What follows belongs to an exercise in optimizing a design on an open flow for small area and a short achievable clock period; a production flow would make more cautious choices.
In this exercise RTL edits were held to simulation tests only and were not proved equivalent to the original.
No activity file was given, so power comes from the tool's default toggle rates.

`flow/flow/run.sh`:
```
#!/bin/bash
# The standard ORFS layout (standard.sh), with these changes to how the
# layout is made:
#  - synthesis maps the logic with an area-oriented ABC recipe
#    (flow/abc_map.script) in place of ORFS's delay-oriented one; it runs
#    from a copy of ORFS's scripts folder that differs only in that file,
#    so the registers and every other step are the standard ones;
#  - half-adder cells are left out (added to DONT_USE_CELLS): Yosys's
#    extract_fa then maps only full adders, and the half adders it would
#    have made, with the inverters around them, are left to ABC;
#  - the port buffers are buf_1 cells instead of the larger delay-buffer
#    cells buffer_ports picks on its own;
#  - the clock tree is built from small clock buffers without dummy loads;
#  - the constant outputs share one tie cell (SKIP_REPAIR_TIE_FANOUT)
#    instead of one tie cell each;
#  - timing repair aims for 27 ns of setup slack, which in this design only
#    the combinational bus_ready path (input to output) falls short of.
# The full make output goes to standard.log here; ORFS keeps each step's
# log under orfs/logs.
set -euo pipefail
rm -rf scripts_abc
cp -r "$FLOW_HOME/scripts" scripts_abc
cp flow/abc_map.script scripts_abc/abc_speed.script
export SCRIPTS_DIR="$PWD/scripts_abc"
export BUFFER_PORTS_ARGS="-buffer_cell sky130_fd_sc_hd__buf_1"
export CTS_ARGS="-sink_clustering_enable -repair_clock_nets -dont_use_dummy_load -buf_list sky130_fd_sc_hd__clkbuf_4 -sink_clustering_size 10 -sink_clustering_max_diameter 35"
export SETUP_SLACK_MARGIN=27
# The platform's DONT_USE_CELLS and the half adders, on the make command
# line (ORFS unsets variables from the environment between its steps).
DONT_USE=$(make -C "$FLOW_HOME" DESIGN_CONFIG="$PWD/config.mk" WORK_HOME="$PWD/orfs" \
  print-DONT_USE_CELLS 2> print_dont_use.log | sed -n 's/^DONT_USE_CELLS: //p')
[[ -n "$DONT_USE" ]]
bash standard.sh "DONT_USE_CELLS=$DONT_USE sky130_fd_sc_hd__ha_1 sky130_fd_sc_hd__ha_2 sky130_fd_sc_hd__ha_4" \
  SKIP_REPAIR_TIE_FANOUT=1 finish > standard.log 2>&1
```
`flow/flow/abc_map.script`:
```
strash
&get -n
&st
&syn2
&dch
&nf -a -p -R 1000 -F 8 -A 8 -C 32
&st
&syn2
&dch
&nf -a -p -R 1000 -F 8 -A 8 -C 32
&st
&syn2
&dch
&nf -a -p -R 1000 -F 8 -A 8 -C 32
&put
topo
stime -c
```
`flow/standard.sh`:
```
#!/bin/bash
# synth_recipe.tcl (not shown) runs the flow's synth.tcl, then flattens the netlist and writes it again
# the make line also repeats each setting of config.mk as NAME=value (left out here)
make -C /OpenROAD-flow-scripts/flow DESIGN_CONFIG=/design/flow/config.mk WORK_HOME=/design/flow/orfs CLKGATE_MAP_FILE= SYNTH_SCRIPT=/design/flow/synth_recipe.tcl "${@:-finish}"
```
`flow/config.mk`:
```
export PLATFORM = sky130hd
export DESIGN_NAME = wwvb_core
export DESIGN_NICKNAME = wwvb_core
export VERILOG_FILES = /design/flow/design.v
export SDC_FILE = /design/flow/constraint.sdc
export NUM_CORES = 4
export LEC_CHECK = 0
export CAP_MARGIN = 20
export CORE_MARGIN = 2
export CORE_UTILIZATION = 40
export SLEW_MARGIN = 20
```
`flow/constraint.sdc`:
```
create_clock -name core_clock -period 45.0 [get_ports {clk}]
set_input_delay 9.0000 -clock core_clock [delete_from_list [all_inputs] [get_ports {clk}]]
set_output_delay 9.0000 -clock core_clock [all_outputs]
set_load 0.01 [all_outputs]
```
`flow/design.v`:
```
module wwvb_add11 (
    input  wire [10:0] a,
    input  wire [10:0] b,
    input  wire        cin,
    output reg  [10:0] s
);
    reg c;
    integer i;
    always @* begin
        c = cin;
        for (i = 0; i < 11; i = i + 1) begin
            s[i] = a[i] ^ b[i] ^ c;
            c    = (a[i] & b[i]) | (c & (a[i] ^ b[i]));
        end
    end
endmodule
module wwvb_decoder (
    input  wire [63:0] bitseq,
    input  wire [6:0]  bit_len,
    output wire        incomplete,    
    output wire        invalid,       
    output wire        malformed,     
    output wire [7:0]  raw_minute,
    output wire [7:0]  raw_hour,
    output wire [10:0] raw_doy,
    output wire [7:0]  raw_yy,
    output wire [1:0]  raw_dst,
    output wire        raw_leap
);
    wire [63:0] elem = bitseq;
    wire [3:0] min_t  = {elem[0],  elem[1],  elem[2],  elem[3]};
    wire [3:0] min_u  = {elem[5],  elem[6],  elem[7],  elem[8]};
    wire [3:0] hr_t   = {elem[10], elem[11], elem[12], elem[13]};
    wire [3:0] hr_u   = {elem[15], elem[16], elem[17], elem[18]};
    wire [3:0] doy_h  = {elem[20], elem[21], elem[22], elem[23]};
    wire [3:0] doy_t  = {elem[25], elem[26], elem[27], elem[28]};
    wire [3:0] doy_u  = {elem[30], elem[31], elem[32], elem[33]};
    wire [3:0] yr_t   = {elem[45], elem[46], elem[47], elem[48]};
    wire [3:0] yr_u   = {elem[50], elem[51], elem[52], elem[53]};
    assign raw_leap = elem[56];
    assign raw_dst  = {elem[57], elem[58]};
    wire [10:0] mi_a, hr_a, yy_a, dy_a, dy_b, dy_c, dy_d;
    wwvb_add11 u_mi0 (.a({6'd0, min_t, 1'b0}), .b({7'd0, min_u}), .cin(1'b0), .s(mi_a));
    wwvb_add11 u_mi1 (.a({4'd0, min_t, 3'b0}), .b(mi_a), .cin(1'b0), .s(raw_minute_w));
    wwvb_add11 u_hr0 (.a({6'd0, hr_t, 1'b0}),  .b({7'd0, hr_u}),  .cin(1'b0), .s(hr_a));
    wwvb_add11 u_hr1 (.a({4'd0, hr_t, 3'b0}),  .b(hr_a), .cin(1'b0), .s(raw_hour_w));
    wwvb_add11 u_yy0 (.a({6'd0, yr_t, 1'b0}),  .b({7'd0, yr_u}),  .cin(1'b0), .s(yy_a));
    wwvb_add11 u_yy1 (.a({4'd0, yr_t, 3'b0}),  .b(yy_a), .cin(1'b0), .s(raw_yy_w));
    wwvb_add11 u_dy0 (.a({6'd0, doy_h, 1'b0}), .b({7'd0, doy_t}), .cin(1'b0), .s(dy_a));
    wwvb_add11 u_dy1 (.a({4'd0, doy_h, 3'b0}), .b(dy_a), .cin(1'b0), .s(dy_b));
    wwvb_add11 u_dy2 (.a({dy_b[9:0], 1'b0}),   .b({7'd0, doy_u}), .cin(1'b0), .s(dy_c));
    wwvb_add11 u_dy3 (.a({dy_b[7:0], 3'b0}),   .b(dy_c), .cin(1'b0), .s(dy_d));
    wire [10:0] raw_minute_w, raw_hour_w, raw_yy_w;
    assign raw_minute = raw_minute_w[7:0];
    assign raw_hour   = raw_hour_w[7:0];
    assign raw_yy     = raw_yy_w[7:0];
    assign raw_doy    = dy_d;
    wire leap_year = (raw_yy[1:0] == 2'd0) && (raw_yy != 8'd100);
    assign incomplete = (bit_len < 7'd40);
    assign invalid    = (raw_minute > 8'd59) || (raw_hour > 8'd23) ||
                        (raw_doy == 11'd0) || (raw_doy > 11'd366);
    assign malformed  = (raw_doy == 11'd366) && !leap_year;
endmodule
module wwvb_calendar (
    input  wire [7:0]  yy,
    input  wire [8:0]  doy,
    output reg  [3:0]  month,
    output wire [4:0]  day,
    output wire [2:0]  wday
);
    wire leap = (yy[1:0] == 2'd0) && (yy != 8'd100);
    wire [3:0] c  = doy[8:5];
    wire [4:0] lo = doy[4:0];
    reg  [9:0] lo_t;             
    always @* begin
        case (c)
            4'd0: lo_t = {5'd31, 5'd31};
            4'd1: lo_t = {5'd27, 5'd28};
            4'd2: lo_t = {5'd26, 5'd27};
            4'd3: lo_t = {5'd24, 5'd25};
            4'd4: lo_t = {5'd23, 5'd24};
            4'd5: lo_t = {5'd21, 5'd22};
            4'd6: lo_t = {5'd20, 5'd21};
            4'd7: lo_t = {5'd19, 5'd20};
            4'd8: lo_t = {5'd17, 5'd18};
            4'd9: lo_t = {5'd16, 5'd17};
            4'd10: lo_t = {5'd14, 5'd15};
            4'd11: lo_t = {5'd13, 5'd14};
            default: lo_t = {5'd31, 5'd31};
        endcase
    end
    wire [4:0] thr = leap ? lo_t[4:0] : lo_t[9:5];
    reg gt;
    integer i;
    always @* begin
        gt = 1'b0;
        for (i = 0; i < 5; i = i + 1)
            gt = (lo[i] & ~thr[i]) | (~(lo[i] ^ thr[i]) & gt);
    end
    wire [10:0] mo;
    wwvb_add11 u_mo (.a({7'd0, c}), .b({10'd0, 1'b1}), .cin(gt), .s(mo));
    always @* month = mo[3:0];
    reg  [9:0] kk;               
    always @* begin
        case ({c, gt})
            {4'd0, 1'b0}: kk = {5'd0, 5'd0};
            {4'd0, 1'b1}: kk = {5'd1, 5'd1};
            {4'd1, 1'b0}: kk = {5'd1, 5'd1};
            {4'd1, 1'b1}: kk = {5'd5, 5'd4};
            {4'd2, 1'b0}: kk = {5'd5, 5'd4};
            {4'd2, 1'b1}: kk = {5'd6, 5'd5};
            {4'd3, 1'b0}: kk = {5'd6, 5'd5};
            {4'd3, 1'b1}: kk = {5'd8, 5'd7};
            {4'd4, 1'b0}: kk = {5'd8, 5'd7};
            {4'd4, 1'b1}: kk = {5'd9, 5'd8};
            {4'd5, 1'b0}: kk = {5'd9, 5'd8};
            {4'd5, 1'b1}: kk = {5'd11, 5'd10};
            {4'd6, 1'b0}: kk = {5'd11, 5'd10};
            {4'd6, 1'b1}: kk = {5'd12, 5'd11};
            {4'd7, 1'b0}: kk = {5'd12, 5'd11};
            {4'd7, 1'b1}: kk = {5'd13, 5'd12};
            {4'd8, 1'b0}: kk = {5'd13, 5'd12};
            {4'd8, 1'b1}: kk = {5'd15, 5'd14};
            {4'd9, 1'b0}: kk = {5'd15, 5'd14};
            {4'd9, 1'b1}: kk = {5'd16, 5'd15};
            {4'd10, 1'b0}: kk = {5'd16, 5'd15};
            {4'd10, 1'b1}: kk = {5'd18, 5'd17};
            {4'd11, 1'b0}: kk = {5'd18, 5'd17};
            {4'd11, 1'b1}: kk = {5'd18, 5'd17};
            default: kk = {5'd0, 5'd0};
        endcase
    end
    wire [4:0]  k = leap ? kk[4:0] : kk[9:5];
    wire [10:0] dsum;
    wwvb_add11 u_day (.a({6'd0, lo}), .b({6'd0, k}), .cin(1'b0), .s(dsum));
    assign day = dsum[4:0];
    function [2:0] m7x5;         
        input [2:0] x;
        case (x)
            3'd0: m7x5 = 3'd0;  3'd1: m7x5 = 3'd5;  3'd2: m7x5 = 3'd3;
            3'd3: m7x5 = 3'd1;  3'd4: m7x5 = 3'd6;  3'd5: m7x5 = 3'd4;
            3'd6: m7x5 = 3'd2;  default: m7x5 = 3'd0;
        endcase
    endfunction
    wire       past_2100 = (yy > 8'd100);
    reg  [2:0] e;                
    always @* begin
        case ({yy[1:0], past_2100})
            3'b00_0: e = 3'd4;  3'b00_1: e = 3'd3;
            3'b01_0: e = 3'd6;  3'b01_1: e = 3'd5;
            3'b10_0: e = 3'd0;  3'b10_1: e = 3'd6;
            3'b11_0: e = 3'd1;  default: e = 3'd0;
        endcase
    end
    wire [10:0] s1, s2, s3, s4, s5;
    wwvb_add11 u_w1 (.a({8'd0, m7x5(yy[7:5])}), .b({8'd0, m7x5(yy[4:2])}), .cin(1'b0), .s(s1));
    wwvb_add11 u_w2 (.a({8'd0, doy[8:6]}), .b({8'd0, doy[5:3]}), .cin(1'b0), .s(s2));
    wwvb_add11 u_w3 (.a({8'd0, doy[2:0]}), .b({8'd0, e}), .cin(1'b0), .s(s3));
    wwvb_add11 u_w4 (.a(s1), .b(s2), .cin(1'b0), .s(s4));
    wwvb_add11 u_w5 (.a(s4), .b(s3), .cin(1'b0), .s(s5));
    wire [10:0] g1, g2;
    wwvb_add11 u_g1 (.a({8'd0, s5[5:3]}), .b({8'd0, s5[2:0]}), .cin(1'b0), .s(g1));
    wwvb_add11 u_g2 (.a({8'd0, g1[2:0]}), .b(11'd0), .cin(g1[3]), .s(g2));
    assign wday = (g2[2:0] == 3'd7) ? 3'd0 : g2[2:0];
endmodule
module wwvb_local_hour (
    input  wire [4:0]        utc_hour,
    input  wire signed [7:0] tz,
    input  wire [1:0]        dst,
    output wire [4:0]        hour
);
    wire [10:0] s;
    wwvb_add11 u_s0 (.a({6'd0, utc_hour}), .b({3'd0, ~tz[7], tz[6:0]}), .cin(dst == 2'd2), .s(s));
    wire [5:0] q = s[8:3];
    reg  [1:0] m3;
    always @* begin
        case (q)
            6'd1, 6'd4, 6'd7, 6'd10, 6'd13, 6'd16, 6'd19, 6'd22,
            6'd25, 6'd28, 6'd31, 6'd34, 6'd37, 6'd40, 6'd43, 6'd46,
            6'd49, 6'd52, 6'd55, 6'd58, 6'd61: m3 = 2'd0;
            6'd2, 6'd5, 6'd8, 6'd11, 6'd14, 6'd17, 6'd20, 6'd23,
            6'd26, 6'd29, 6'd32, 6'd35, 6'd38, 6'd41, 6'd44, 6'd47,
            6'd50, 6'd53, 6'd56, 6'd59, 6'd62: m3 = 2'd1;
            default: m3 = 2'd2;
        endcase
    end
    assign hour = {m3, s[2:0]};
endmodule
module wwvb_year (
    input  wire [7:0]  yy,
    output wire [15:0] year
);
    wire [10:0] yhi;
    wwvb_add11 u_hi (.a({7'd0, yy[7:4]}), .b(11'h07D), .cin(1'b0), .s(yhi));
    assign year = {4'd0, yhi[7:0], yy[3:0]};
endmodule
module wwvb_core #(
    parameter signed [7:0] TZ_INIT = -8'sd5
) (
    input  wire        clk,
    input  wire        rst,
    input  wire        edge_valid,
    input  wire        edge_dir,         
    input  wire [31:0] edge_ts,          
    input  wire        bus_valid,
    input  wire        bus_we,
    input  wire [3:0]  bus_addr,
    input  wire [31:0] bus_wdata,
    output wire        bus_ready,
    output reg         bus_rvalid,
    output reg  [31:0] bus_rdata,
    output reg         rtc_wr,
    output wire [15:0] rtc_year,
    output wire [3:0]  rtc_month,
    output wire [4:0]  rtc_day,
    output wire [2:0]  rtc_wday,
    output wire [4:0]  rtc_hour,
    output wire [5:0]  rtc_minute,
    output wire [5:0]  rtc_second,
    output wire [9:0]  rtc_subsec,
    output reg         evt_valid,
    output wire [2:0]  evt_code
);
    localparam [2:0] RES_NONE = 3'd0, RES_OK = 3'd1, RES_INCOMPLETE = 3'd2,
                     RES_INVALID = 3'd3, RES_MALFORMED = 3'd4;
    reg [31:0] last_edge_time;
    reg        have_edge;
    reg [63:0] bitseq;
    reg [6:0]  bit_len;
    reg [5:0]  sec_cnt;
    reg signed [7:0] tz;
    reg [7:0]  clk_yy;           
    reg [3:0]  clk_month;
    reg [4:0]  clk_day;
    reg [2:0]  clk_wday;
    reg [5:0]  clk_minute;
    reg [1:0]  clk_dst;
    reg [4:0]  utc_hour;
    reg        synced;
    reg [2:0]  result;
    reg [7:0]  raw_minute_r;
    reg [7:0]  raw_hour_r;
    reg [10:0] raw_doy_r;
    reg [7:0]  raw_yy_r;
    reg [1:0]  raw_dst_r;
    reg        raw_leap_r;
    reg        raw_valid;        
    reg [7:0]  snap_yy;          
    reg [3:0]  snap_month;
    reg [4:0]  snap_day;
    reg [2:0]  snap_wday;
    reg [3:0]  rd_addr;
    assign bus_ready = !rst && !edge_valid;
    wire do_edge = !rst && edge_valid;
    wire do_fall = do_edge && !edge_dir;
    wire do_bus  = !rst && !edge_valid && bus_valid;
    wire do_rd   = do_bus && !bus_we;
    wire do_wr   = do_bus && bus_we;
    reg [9:0] dur;
    reg       dc;
    integer   i;
    always @* begin
        dc = 1'b1;
        for (i = 0; i < 10; i = i + 1) begin
            dur[i] = edge_ts[i] ^ ~last_edge_time[i] ^ dc;
            dc     = (edge_ts[i] & ~last_edge_time[i]) | (dc & (edge_ts[i] ^ ~last_edge_time[i]));
        end
    end
    wire [21:0] hi_a = edge_ts[31:10];
    wire [21:0] hi_b = ~last_edge_time[31:10];
    wire [21:0] hi_c = {hi_a[20:0] | hi_b[20:0], dc};
    wire dur_short = ~|(hi_a ^ hi_b ^ hi_c);
    wire is_bit0 = dur_short && (dur >= 10'd750) && (dur <= 10'd850);
    wire is_bit1 = dur_short && (dur >= 10'd450) && (dur <= 10'd550);
    wire is_mark = dur_short && (dur >= 10'd150) && (dur <= 10'd250);
    wire classify   = do_fall && have_edge;
    wire append_bit = classify && (is_bit0 || is_bit1);
    wire marker     = classify && is_mark;
    wire frame_done = marker && (sec_cnt == 6'd59);
    reg [6:0] bit_len_inc;
    reg [5:0] sec_cnt_inc;
    reg       ic;
    always @* begin
        ic = 1'b1;
        for (i = 0; i < 7; i = i + 1) begin
            bit_len_inc[i] = bit_len[i] ^ ic;
            ic = ic & bit_len[i];
        end
        ic = 1'b1;
        for (i = 0; i < 6; i = i + 1) begin
            sec_cnt_inc[i] = sec_cnt[i] ^ ic;
            ic = ic & sec_cnt[i];
        end
    end
    wire        dec_incomplete, dec_invalid, dec_malformed;
    wire [7:0]  dec_raw_minute, dec_raw_hour, dec_raw_yy;
    wire [10:0] dec_raw_doy;
    wire [1:0]  dec_raw_dst;
    wire        dec_raw_leap;
    wwvb_decoder u_dec (
        .bitseq     (bitseq),
        .bit_len    (bit_len),
        .incomplete (dec_incomplete),
        .invalid    (dec_invalid),
        .malformed  (dec_malformed),
        .raw_minute (dec_raw_minute),
        .raw_hour   (dec_raw_hour),
        .raw_doy    (dec_raw_doy),
        .raw_yy     (dec_raw_yy),
        .raw_dst    (dec_raw_dst),
        .raw_leap   (dec_raw_leap)
    );
    reg [2:0] dec_result;
    always @* begin
        if (dec_incomplete)      dec_result = RES_INCOMPLETE;
        else if (dec_invalid)    dec_result = RES_INVALID;
        else if (dec_malformed)  dec_result = RES_MALFORMED;
        else                     dec_result = RES_OK;
    end
    wire decode_ok = frame_done && (dec_result == RES_OK);
    wire wr_tz = do_wr && (bus_addr == 4'h2);
    wire [3:0]  dec_month;
    wire [4:0]  dec_day;
    wire [2:0]  dec_wday;
    wwvb_calendar u_cal (
        .yy    (dec_raw_yy),
        .doy   (dec_raw_doy[8:0]),
        .month (dec_month),
        .day   (dec_day),
        .wday  (dec_wday)
    );
    wire [15:0] clk_year, snap_year;
    wwvb_year u_cy (.yy(clk_yy),  .year(clk_year));
    wwvb_year u_sy (.yy(snap_yy), .year(snap_year));
    wire [4:0] local_hour;
    wwvb_local_hour u_lh (
        .utc_hour (utc_hour),
        .tz       (tz),
        .dst      (clk_dst),
        .hour     (local_hour)
    );
    wire [4:0] clk_hour = synced ? local_hour : 5'd0;
    always @* begin
        case (rd_addr)
            4'h0: bus_rdata = {synced, 5'b0, clk_dst, 3'b0, utc_hour, 3'b0, clk_hour, 2'b0, clk_minute};
            4'h1: bus_rdata = {4'b0, snap_wday, snap_day, snap_month, snap_year};
            4'h2: bus_rdata = {{24{tz[7]}}, tz};
            4'h3: bus_rdata = {7'b0, have_edge, 5'b0, result, 1'b0, bit_len, 2'b0, sec_cnt};
            4'h4: bus_rdata = raw_valid ? {3'b0, raw_leap_r, 2'b0, raw_dst_r, raw_yy_r, raw_hour_r, raw_minute_r} : 32'd0;
            4'h5: bus_rdata = raw_valid ? {21'b0, raw_doy_r} : 32'd0;
            4'h6: bus_rdata = bitseq[31:0];
            4'h7: bus_rdata = bitseq[63:32];
            4'h8: bus_rdata = 32'hFFFF_FFFB;    
            4'h9: bus_rdata = 32'hFFFF_FFFA;    
            4'hA: bus_rdata = 32'hFFFF_FFF9;    
            4'hB: bus_rdata = 32'hFFFF_FFF8;    
            4'hC: bus_rdata = 32'hFFFF_FFF7;    
            4'hD: bus_rdata = 32'hFFFF_FFF6;    
            4'hE: bus_rdata = have_edge ? last_edge_time : 32'd0;
            default: bus_rdata = 32'h0;
        endcase
    end
    always @(posedge clk) begin
        rd_addr <= bus_addr;
        if (do_edge)
            last_edge_time <= edge_ts;
    end
    always @(posedge clk) begin
        if (!rst && frame_done && !dec_incomplete) begin
            raw_minute_r <= dec_raw_minute;
            raw_hour_r   <= dec_raw_hour;
            raw_doy_r    <= dec_raw_doy;
            raw_yy_r     <= dec_raw_yy;
            raw_dst_r    <= dec_raw_dst;
            raw_leap_r   <= dec_raw_leap;
        end
    end
    always @(posedge clk) begin
        if (rst) begin
            have_edge      <= 1'b0;
            bitseq         <= 64'd0;
            bit_len        <= 7'd0;
            sec_cnt        <= 6'd0;
            tz             <= TZ_INIT;
            clk_yy         <= 8'd0;
            clk_month      <= 4'd1;
            clk_day        <= 5'd1;
            clk_wday       <= 3'd5;
            clk_minute     <= 6'd0;
            clk_dst        <= 2'd0;
            utc_hour       <= 5'd0;
            synced         <= 1'b0;
            result         <= RES_NONE;
            raw_valid      <= 1'b0;
            snap_yy        <= 8'd0;
            snap_month     <= 4'd1;
            snap_day       <= 5'd1;
            snap_wday      <= 3'd5;
            bus_rvalid     <= 1'b0;
            rtc_wr         <= 1'b0;
            evt_valid      <= 1'b0;
        end else begin
            bus_rvalid <= do_rd;
            rtc_wr     <= decode_ok || (wr_tz && synced);
            evt_valid  <= frame_done;
            if (do_rd && bus_addr == 4'h0) begin
                snap_yy  <= clk_yy;
                snap_month <= clk_month;
                snap_day   <= clk_day;
                snap_wday  <= clk_wday;
            end
            if (do_edge)
                have_edge <= 1'b1;
            if (append_bit) begin
                if (!bit_len[6] && is_bit1)
                    bitseq[bit_len[5:0]] <= 1'b1;
                if (bit_len != 7'd127)
                    bit_len <= bit_len_inc;
            end
            if (marker)
                sec_cnt <= sec_cnt_inc;
            if (frame_done) begin
                bitseq  <= 64'd0;
                bit_len <= 7'd0;
                sec_cnt <= 6'd0;
                result  <= dec_result;
                if (!dec_incomplete)
                    raw_valid <= 1'b1;
                if (decode_ok) begin
                    clk_yy     <= dec_raw_yy;
                    clk_month  <= dec_month;
                    clk_day    <= dec_day;
                    clk_wday   <= dec_wday;
                    clk_minute <= dec_raw_minute[5:0];
                    clk_dst    <= dec_raw_dst;
                    utc_hour   <= dec_raw_hour[4:0];
                    synced     <= 1'b1;
                end
            end
            if (wr_tz)
                tz <= bus_wdata[7:0];
        end
    end
    assign rtc_year   = clk_year;
    assign rtc_month  = clk_month;
    assign rtc_day    = clk_day;
    assign rtc_wday   = clk_wday;
    assign rtc_hour   = clk_hour;
    assign rtc_minute = clk_minute;
    assign rtc_second = 6'd0;
    assign rtc_subsec = 10'd0;
    assign evt_code   = result;
endmodule
```
==> metrics.cfg, run 1 <==
[timing]
rsz0062_at_grt=true
hold_violations=0
post-route-period-util_pct=41.0
layout_setup_ws_ns=26.57
report.final.slew_viol_count=0
fin_skew_ns=0.124
tightest_slew_ns=1.15
setup_viol=0
min_period_ns=18.43
tns_ns=0
slew_headroom_pct=22.9
holdWs_ns=0.443
fmax_mhz=54.2

[setup_path]
critical_path.max_stage_delay_ns=0.12
cp_data_arrival_time_ns=9.43
cp.required_ns=36.00
cp_top_family=buffers and inverters
start_kind=primary input
critPathMaxFanout=2
reg2reg_to=clk_day[4]
crit_buf_inv=3
crit_chain=clkbuf_16 > buf_12 > nor2_4 > buf_6
ff2ff_setup_slack_ns=35.60
reg2reg_depth=30
rr_startpoint=last_edge_time[0]
end_kind=primary output
slowest_stage=clkbuf_16
criticalPathCategory=in2out

[synth]
synth_adder_area_share_pct=9.63
synth-xor-area-share_pct=3.61
synth_edf_count=70
yosysTopAreaCell=dfxtp_1
synth.avg_cell_area_um2=9.17
synth.area.top_cells=dfxtp_1 26%, edfxtp_1 18%, fa_1 9.5%, nor2_1 7.2%, a21oi_1 4.9%
synth_simple_gate_area_share_pct=19.7
ys.flop_type=dfxtp_1
ys_seq_area_share_pct=44.0
yosysTopAreaCellShare_pct=26.0
synth_seq_cells=221
synth.mux.area_fraction_pct=0.441
yosysMostFrequentCell=nor2_1
synth_top_family_by_area=simple AND/OR/NAND/NOR gates
synth_fp_nets=1399
synth_common_cells=223 x nor2_1, 151 x dfxtp_1, 113 x a21oi_1
ys_async_sr_fraction_pct=0
yosysUniqueCellTypes=57
syn_inst=1270
ys.warnings.count=4
synth_compound_area_share_pct=17.7
synth_area_um2=11600

[clocking]
ctsHoldBuffers=0
cts_tree=done
cts_buffer_depth=3
htreeDepth=2
insertion_delay_ns=0.70
cts_made_buffers=44
clkSinkCount=221
cts_root_buf=clkbuf_4
clkTransAtPathRegs_ns=0.08

[detailed_routing]
post_drt_via_cell_ratio=5.83
wl_mm=40.0
routedWlPerCell_um=21.8
via_count=10700
firstDrtPassIters=7
drc=0
ant_nets=0
drtIter0Drc=1200

[power]
total_leakage_power_nw=4.59
power_density_nw_per_um2=27.3
power_mw=0.358
ir_worst_vdd_v=0.0000138

[global_routing]
grt_max_degree=78
grt_use_total_pct=26.0
overflow=0
antenna_found_initial=3
grt_pass1_wl_mm=60.6
grt_pass1_vias=10100

[placement]
portBuffers=123
place_area_um2=12600
globalplace.congestion=0.964
dp_cells=1775
post-place-ws_ns=26.07
place_hpwl_mm=28.9

[die]
core_area_um2=28700
die_y_um=175
start_util_pct=40.6
rows=62
dieWidth_um=175
dieArea_um2=30500
num_io_pins=168

[job]
maxCapViolations=0

[hold_path]
hold_path_end=snap_wday[2]
hp-start=snap_wday[2]
hold_depth=2
hold_class=reg2reg

[layout]
fin_util_pct=45.8
fin_cells=1832
drive_gt1_share_pct=6.50
fill_cells=2858
fin_nets=1577
areaGrowthSynthToFinish_pct=12.9
postLayoutCellArea_um2=13100

[run_status]
status=complete, no violations

[where the power goes]
part           internal, mW  total [mW]  switching (mW)
Combinational        0.0117      0.0322          0.0205
Sequential            0.207       0.211         0.00337
Clock                0.0445       0.115          0.0708
[flip-flops by register name, summed over array words and instances, names as in the netlist, 8 cells and up]
register,count
tz,8
raw_doy_r,11
raw_yy_r,8
clk_yy,8
raw_hour_r,8
bitseq,64
snap_yy,8
raw_minute_r,8
last_edge_time,32
[routing by layer]
| metal | part of all wire, % | up-vias | wire length, um | track usage (%) |
|---|---|---|---|---|
| met1 | 41 | 5104 | 16500 | 36.4 |
| li1 | - | 4928 | - | - |
| met4 | 4.0 | 0 | 1590 | 10.2 |
| met2 | 45 | 551 | 17800 | 40.2 |
| met5 | 0 | - | 0 | 0 |
| met3 | 10 | 96 | 4030 | 4.79 |
[area by class of cell]
type / count / area [um2] / share of cell area (%)
Multi-Input combinational cell: 926 / 6020 / 45.8
Antenna cell: 2 / 5.00 / 0.0381
Timing Repair Buffer: 158 / 816 / 6.21
Tap cell: 384 / 480 / 3.66
Sequential cell: 221 / 5120 / 39.0
Inverter: 97 / 364 / 2.77
Clock buffer: 44 / 330 / 2.51
[kinds of logic after synthesis]
family                     Yosys count
AOI/OAI and AO/OA                  310
xor gates and xnor gates            48
adders and majority gates           57
buffers and inverters              123
DFF                                221
muxes                                5
other                                1
and+or+nand+nor                    505
[worst max-delay path by stage]
stage | slack [ns] | cells after the start | from | end
finish | 26.57 | 4 | rst | bus_ready
global route | 26.55 | 4 | rst | bus_ready
CTS | 26.55 | 4 | rst | bus_ready
detailed placement | 26.07 | 4 | rst | bus_ready
global placement | 26.08 | 4 | rst | bus_ready
floorplan | 26.88 | 1 | edge_valid | bus_ready
[layout by cell type (no fill, tap or decap), types with 6 or more instances in the layout]
cell,instances
a211oi_1,18
and2_0,11
nor2_1,221
xor2_1,16
xnor2_1,32
buf_1,121
a22oi_1,23
edfxtp_1,70
clkinv_1,97
nand3_1,28
dfxtp_1,151
nand2_1,85
a31oi_1,17
a21oi_1,112
o22ai_1,6
nor2b_1,18
o21ai_0,44
a222oi_1,42
buf_4,32
nand2b_1,24
nand4_1,19
fa_1,55
nor3_1,59
and3_1,6
a221oi_1,6
clkbuf_4,44
[timing repair]
action                                 CTS  global route
gates resized for setup                  8             1
pin swaps                                1             1
setup endpoints to repair                1             6
gates cloned                             2             0
endpoints found under the hold margin    0             0
buffers inserted                         8             1
[worst min-delay path: stages (launching register included)]
cell and delay, ns:
dfxtp_1 0.32, nand2_1 0.05, nand2_1 0.04
==> run 2, diff against run 1 <==
--- a/flow/flow/run.sh
+++ b/flow/flow/run.sh
@@ -23,7 +23,7 @@
 cp flow/abc_map.script scripts_abc/abc_speed.script
 export SCRIPTS_DIR="$PWD/scripts_abc"
 export BUFFER_PORTS_ARGS="-buffer_cell sky130_fd_sc_hd__buf_1"
-export CTS_ARGS="-sink_clustering_enable -repair_clock_nets -dont_use_dummy_load -buf_list sky130_fd_sc_hd__clkbuf_4 -sink_clustering_size 10 -sink_clustering_max_diameter 35"
+export CTS_ARGS="-sink_clustering_enable -repair_clock_nets -dont_use_dummy_load -buf_list {sky130_fd_sc_hd__clkbuf_4 sky130_fd_sc_hd__clkbuf_8} -sink_clustering_size 12 -sink_clustering_max_diameter 40"
 export SETUP_SLACK_MARGIN=27
 # The platform's DONT_USE_CELLS and the half adders, on the make command
 # line (ORFS unsets variables from the environment between its steps).
==> run 2 against run 1 <==
  * Clock power rose by 25%
  * Critical path type unchanged
  * Via count fell by 0.66%
  * Core utilization rose by 0.58 points
  * Hold slack barely moved
  * Routed wire length rose by 0.23%
  * Still clean on timing, DRC and antenna
  * Cell count fell by 0.55%
  * Largest cell class unchanged
  * Sequential share of layout area fell by 0.49 points
==> metrics.cfg, run 2 <==
[synth]
synth_adder_area_share_pct=9.63
ys_async_sr_fraction_pct=0
synth.area.top_cells=dfxtp_1 26%, edfxtp_1 18%, fa_1 9.5%, nor2_1 7.2%, a21oi_1 4.9%
synth.avg_cell_area_um2=9.17
ys_seq_area_share_pct=44.0
ys.flop_type=dfxtp_1
synth_compound_area_share_pct=17.7
ys.warnings.count=4
synth_common_cells=223 x nor2_1, 151 x dfxtp_1, 113 x a21oi_1
synth-xor-area-share_pct=3.61
synth.mux.area_fraction_pct=0.441
synth_edf_count=70
yosysTopAreaCell=dfxtp_1
synth_fp_nets=1399
synth_seq_cells=221
synth_area_um2=11600
synth_simple_gate_area_share_pct=19.7
syn_inst=1270
yosysTopAreaCellShare_pct=26.0
synth_top_family_by_area=simple AND/OR/NAND/NOR gates
yosysMostFrequentCell=nor2_1
yosysUniqueCellTypes=57

[run_status]
status=complete, no violations

[layout]
fin_nets=1569
top_regs=bitseq: 64 flops, last_edge_time: 32 flops, raw_doy_r: 11 flops
diodes=0
fin_cells=1822
layout_commonest_cell=nor2_1
fill_cells=2815
drive_gt1_share_pct=5.98
most-common-layout-cells=221 x nor2_1, 151 x dfxtp_1, 121 x buf_1
regMostFlops=bitseq
largest_reg_flops=64
areaGrowthSynthToFinish_pct=14.3

[global_routing]
grt_use_total_pct=26.1
grt_max_degree=78
overflow=0
antenna_found_initial=0
grt_pass1_vias=10000
grt_pass1_wl_mm=60.3

[timing]
hold_violations=0
fmax_mhz=54.3
rsz0062_at_grt=true
setup_viol=0
fin_skew_ns=0.0732
post-route-period-util_pct=41.0
tightest_slew_ns=1.08
tns_ns=0
min_period_ns=18.43
layout_setup_ws_ns=26.57
slew_headroom_pct=27.1
report.final.slew_viol_count=0

[clocking]
clkTransAtPathRegs_ns=0.08
cts_buffer_depth=3
clkSinkCount=221
cts_root_buf=clkbuf_8
insertion_delay_ns=0.54
cts_tree=done
htreeDepth=2
cts_made_buffers=36

[setup_path]
critPathMaxFanout=2
critical_path.max_stage_delay_ns=0.12
crit_chain=clkbuf_16 > buf_12 > nor2_4 > buf_6
crit_buf_inv=3
cp_top_family=buffers and inverters
cp.required_ns=36.00
end_kind=primary output
start_kind=primary input
cp_data_arrival_time_ns=9.43
criticalPathCategory=in2out
slowest_stage=clkbuf_16

[detailed_routing]
wl_mm=40.1
firstDrtPassIters=7
drc=0
routedWlPerCell_um=22.0
via_count=10600
ant_nets=0
drtIter0Drc=1250
post_drt_via_cell_ratio=5.82

[power]
power_mw=0.387
ir_worst_vdd_v=0.0000174
power_density_nw_per_um2=29.1
total_leakage_power_nw=4.65

[placement]
dp_cells=1775
portBuffers=123
globalplace.congestion=0.964
post-place-ws_ns=26.07
place_hpwl_mm=28.9

[die]
rows=62
dieWidth_um=175
core_area_um2=28700
die_y_um=175
num_io_pins=168
start_util_pct=40.6
dieArea_um2=30500

[hold_path]
hold_class=reg2reg

[job]
maxCapViolations=0

[run 2: cell families after synthesis]
| kind of cell | count (synthesis) |
|---|---|
| mux | 5 |
| flops | 221 |
| xor+xnor | 48 |
| fa+ha+maj | 57 |
| simple gates | 505 |
| other cells | 1 |
| buf+inv | 123 |
| compound gates | 310 |
[run 2: cell type report]
cell class / count / area (um2) / area share, %
flip-flops and latches: 221 / 5120 / 38.5
multi-input cells: 926 / 6020 / 45.3
repair buffers: 158 / 816 / 6.13
inverters: 97 / 364 / 2.74
well taps: 384 / 480 / 3.61
clock buffers: 36 / 495 / 3.72
[run 2: where the power goes]
| part | internal (mW) | total [mW] | leakage, nW | switching [mW] |
|---|---|---|---|---|
| combinational | 0.0117 | 0.0325 | 2.48 | 0.0208 |
| clock | 0.0705 | 0.144 | 0.259 | 0.0731 |
| sequential | 0.208 | 0.211 | 1.91 | 0.00343 |
[run 2: per-layer routing]
| metal | vias up | track usage, % | part of all wire, % |
|---|---|---|---|
| met3 | 102 | 6.64 | 11 |
| met2 | 575 | 39.1 | 43 |
| met4 | 0 | 12.2 | 4.8 |
| met1 | 5033 | 35.5 | 41 |
| met5 | - | 0 | 0 |
| li1 | 4898 | - | - |
[run 2: stage by stage]
stage               utilization [%]  hold slack [ns]  area, um2
floorplan                         -            0.414      11600
global route                   46.4            0.489      13300
CTS                            46.3            0.446      13300
finish                         46.4            0.444      13300
detailed placement             44.0            0.435      12600
global placement               44.0            0.431      12600
[run 2: final timing paths]
path | cells after the start | slack [ns] | end | start
max | 4 | 26.57 | bus_ready | rst
min | 2 | 0.44 | snap_wday[2] | snap_wday[2]
max reg2reg | 30 | 35.56 | clk_day[4] | last_edge_time[0]
min reg2reg | 2 | 0.44 | snap_wday[2] | snap_wday[2]
[run 2: repair_timing]
item                       CTS  global route
pin swaps                    1             1
buffers inserted             8             1
cloned                       2             0
hold buffers                 0             0
setup endpoints to repair    1            25
resized for setup            8             2
[run 2: worst min-delay path, delay by kind of cell, from the launching register on]
kind	cells	cell delay [ns]
DFF	1	0.32
and+or+nand+nor	2	0.09

-- port drivers added, routing unchanged --
The flow's constraints put no driver on any port. The routed layouts listed below were extracted and timed again, unchanged, in two steps. Step 1 (the two cells are an assumption about what drives the block):
set clk [get_ports {clk}]
set_driving_cell -lib_cell sky130_fd_sc_hd__clkbuf_16 $clk
set_driving_cell -lib_cell sky130_fd_sc_hd__buf_2 [delete_from_list [all_inputs] $clk]
Step 2 adds t to the input delays and takes it off the output delays; t is the mean of the earliest and latest rising clock arrival at the registers after step 1. Input paths then give back, and output paths get back, about the clock's delay inside the block. a / b / c = ideal / step 1 / step 2; a / b = the first two.
| run | t (ns) | setup WS [ns] | latest minus earliest clock arrival (ns) | worst data-port slew with drivers (ns) |
|---|---|---|---|---|
| run 1 | 0.687 | 26.567 / 26.526 / 26.526 | 0.124 / 0.124 | 0.05 |
| run 2 | 0.551 | 26.568 / 26.527 / 26.527 | 0.083 / 0.083 | 0.05 |
After both steps every run listed still meets setup and hold.
